This is an optimization exercise on Yosys and OpenROAD, whose aim is small area, a short achievable clock period and few clock cycles, not a production implementation. RTL that was checked went through simulation tests only; none was proved equivalent to the original. Power is estimated from default activity; no workload was simulated.

Design dither_core, start of the top module:
module dither_core (
    input  wire        clk,
    input  wire        rst,             
    input  wire        start,
    input  wire [1:0]  cfg_mode,        
    input  wire        cfg_invert,
    input  wire        cfg_frame,
    input  wire        cfg_pack,        
    input  wire [7:0]  cfg_threshold,
    input  wire [15:0] cfg_width,
    input  wire [15:0] cfg_height,
    output reg         busy,
    output reg         done,
    output reg         error,
    input  wire        in_valid,
    output reg         in_ready,
    input  wire [15:0] in_data,
    output reg         out_valid,
    input  wire        out_ready,
    output reg  [7:0]  out_data,
    output reg         out_last
);
Size in the first run: ~2000 flip-flops, ~0.054 sq mm of cells after synthesis.
clock: 24.0 ns
lec_check: 0
cap_margin: 20
core_margin: 2
core_utilization: 50
cts_cluster_diameter: 80
cts_cluster_size: 25
place_density: 0.65
slew_margin: 20
standard.sh (not shown) runs the stock make flow with config.mk's settings and CLKGATE_MAP_FILE= SYNTH_SCRIPT=/design/flow/synth_recipe.tcl, a recipe that flattens the netlist after the stock synthesis.
==> flow/flow/run.sh <==
#!/bin/bash
# Own layout flow: the standard synthesis and ORFS steps, with the timing
# repair asked to keep a setup margin (the clock and constraints are the standard flow's).
set -euo pipefail
bash standard.sh synth > synth.log 2>&1
bash standard.sh SETUP_SLACK_MARGIN=18 "BUFFER_PORTS_ARGS=-buffer_cell sky130_fd_sc_hd__buf_2" finish > layout.log 2>&1
Rerun with:
--- a/flow/design.v
+++ b/flow/design.v
@@ -195,24 +195,27 @@
     wire [18:0] s1  = op0 ^ op1 ^ op3;
     wire [18:0] k1  = {(op0[17:0] & op1[17:0]) | (op0[17:0] & op3[17:0]) | (op1[17:0] & op3[17:0]), b1};
     wire [18:0] s2  = s1 ^ k1 ^ op2;
     wire [18:0] k2  = {(s1[17:0] & k1[17:0]) | (s1[17:0] & op2[17:0]) | (k1[17:0] & op2[17:0]), b2};
     wire signed [18:0] v  = s2 + k2;
     wire [10:0] nthr = -{3'b000, thr};
     wire [18:0] nt  = {nthr, 8'd0};
     wire [18:0] s3  = s2 ^ k2 ^ nt;
     wire [18:0] k3  = {(s2[17:0] & k2[17:0]) | (s2[17:0] & nt[17:0]) | (k2[17:0] & nt[17:0]), 1'b0};
     wire signed [18:0] vt = s3 + k3;
     wire        d_white = !vt[18];
-    wire [8:0]  vh_inc  = v[16:8] + 9'd1;
-    wire signed [16:0] e_new = d_white ? {~vh_inc[8], vh_inc[7:0], v[7:0]} : v[16:0];
+    wire [18:0] kw  = 19'h70100;
+    wire [18:0] s4  = s2 ^ k2 ^ kw;
+    wire [18:0] k4  = {(s2[17:0] & k2[17:0]) | (s2[17:0] & kw[17:0]) | (k2[17:0] & kw[17:0]), 1'b0};
+    wire [18:0] vw  = s4 + k4;
+    wire signed [16:0] e_new = d_white ? vw[16:0] : v[16:0];
     wire [7:0]  fh    = fval[15:8];
     wire [5:0]  bm    = {x[0] ^ ym[0], ym[0], x[1] ^ ym[1], ym[1], x[2] ^ ym[2], ym[2]};
     wire        o_black = ({2'b00, fh} + 10'd126) < ({2'b00, bm, 2'b00} + {2'b00, thr});
     wire        n_black = (fh < thr);
     wire        p_black = real_px && (dq != 16'd0);
     wire        black   = pack ? p_black : (fs || atk) ? !d_white : ord ? o_black : n_black;
     wire        pix_bit = pack ? black : (black ^ invert);
     reg [7:0] hdr_byte;
     always @(*) begin
         case (hdr_idx)
             4'd0:  hdr_byte = 8'h1B;
What happened: The new run ran to the end with no violations. Critical path depth goes down by 28. Final area barely changes. Global-route usage goes up by 0.20 points. Maximum frequency goes up slightly. Final cell count hardly moves. Power goes up slightly. Worst setup slack improved by 0.048 ns. Non-clock buffer count goes down by 8.
Testbench counts after the change, summed over its fixed seeds: cycles 111,596.
No functional check of the RTL was part of the first run of this note.

* * *

Setup of old:
dither_core, a different RTL version from the one above (not shown whole).
For scale: roughly 2,000 flip-flops, ~51,000 sq um of cells after synthesis.
==> flow/design.v (excerpt) <==
module dither_core (
    input  wire        clk,
    input  wire        rst,             
    input  wire        start,
    input  wire [1:0]  cfg_mode,        
    input  wire        cfg_invert,
    input  wire        cfg_frame,
    input  wire        cfg_pack,        
    input  wire [7:0]  cfg_threshold,
    input  wire [15:0] cfg_width,
    input  wire [15:0] cfg_height,
    output reg         busy,
    output reg         done,
    output reg         error,
    input  wire        in_valid,
    output reg         in_ready,
    input  wire [15:0] in_data,
    output reg         out_valid,
    input  wire        out_ready,
    output reg  [7:0]  out_data,
    output reg         out_last
);
Settings: LEC_CHECK=0, CAP_MARGIN=20, CORE_MARGIN=2, CORE_UTILIZATION=60, PLACE_DENSITY=0.75, SLEW_MARGIN=20; clock period 24.0 ns.
==> flow/flow/run.sh <==
#!/bin/bash
# Own layout flow: the standard synthesis and ORFS steps, with the timing
# repair asked to keep a setup margin (the clock and constraints are the standard flow's).
set -euo pipefail
bash standard.sh synth > synth.log 2>&1
bash standard.sh SETUP_SLACK_MARGIN=18 "BUFFER_PORTS_ARGS=-buffer_cell sky130_fd_sc_hd__buf_2" \
  "CTS_ARGS=-sink_clustering_enable -repair_clock_nets -sink_clustering_size 20 -sink_clustering_max_diameter 60 -dont_use_dummy_load -sink_clustering_buffer sky130_fd_sc_hd__clkbuf_8" \
  finish > layout.log 2>&1
Testbench counts of old, summed over its fixed seeds: cycles 111,708.
Edits applied to the flow inputs when going from old to new:
--- a/flow/design.v
+++ b/flow/design.v
@@ -105,17 +105,22 @@
                           && !(lastcol1 && row0_1 && hdr_act);
     wire       realgo1  = run1 && al1 && real1;
     wire       vq1      = in_valid && in_ready;
     wire       in_ready_nx = (realgo1 ? vq1 : padproc1) ? rdyA : rdyB;
     reg  [RW-1:0] vr [0:NV-1];
     reg  [RW-1:0] e1, e2, e3, e4;
     reg  [RW-1:0] tap;
     always @(*) begin
-        tap = lsel[1] ? (lsel[0] ? vr[59] : vr[51]) : (lsel[0] ? vr[43] : vr[35]);
+        case (lsel)
+            2'd0: tap = vr[35];
+            2'd1: tap = vr[43];
+            2'd2: tap = vr[51];
+            default: tap = vr[59];
+        endcase
     end
     reg  signed [16:0] ea;
     reg         [14:0] eb;        
     reg  signed [16:0] cc;        
     reg                wb_last;   
     function signed [13:0] atk_a;
         input signed [16:0] e;
         atk_a = (e >>> 3) + $signed({13'd0, e[16] && e[2:0] != 3'd0});
Results
Looking at top layer reached by signal wires, the met5 result is from old; the met4 one comes from new. Compared old against new; global routing usage on met1 within noise. Summary of new over old: period utilization shows no meaningful change, total power divided by cell area shows an increase of 0.62%, global-route usage shows no meaningful change, final cell count shows no meaningful change, setup slack shows a reduction of 36 ps. First-iteration DRC count (old / new): 1.06.
Testbench counts of new, summed over its fixed seeds: cycles 111,708.

what the ideal ports hide:
No port has a modelled driver above. Below, the same layouts with a new extraction and two added sets of constraints. Step 1, drivers: a clkbuf_16 drives clk and a buf_2 each remaining input, both assumed. Step 2 moves the port delays by t, midway between the first and last clock arrival at a register: inputs arrive t later, outputs are due t later. That takes back most of the time a late clock gives input paths. a / b / c = no drivers / after step 1 / after step 2; a / b = the first two.
| run | t (ns) | setup WS [ns] | worst hold slack (ns) |
|---|---|---|---|
| the first run of note 1 | 0.762 | 17.902 / 17.872 / 17.438 | 0.320 / 0.320 / 0.320 |
| the second run of note 1 | 0.752 | 17.950 / 17.884 / 17.316 | 0.310 / 0.310 / 0.310 |
| old | 0.678 | 18.034 / 17.968 / 17.515 | 0.264 / 0.264 / 0.264 |
| new | 0.682 | 17.998 / 17.937 / 17.533 | 0.289 / 0.289 / 0.289 |
After both steps setup and hold are still met in every run listed. For the second run of note 1, which loses most, drivers alone change the setup slack by -0.066 ns; drivers and shift together by -0.634 ns.
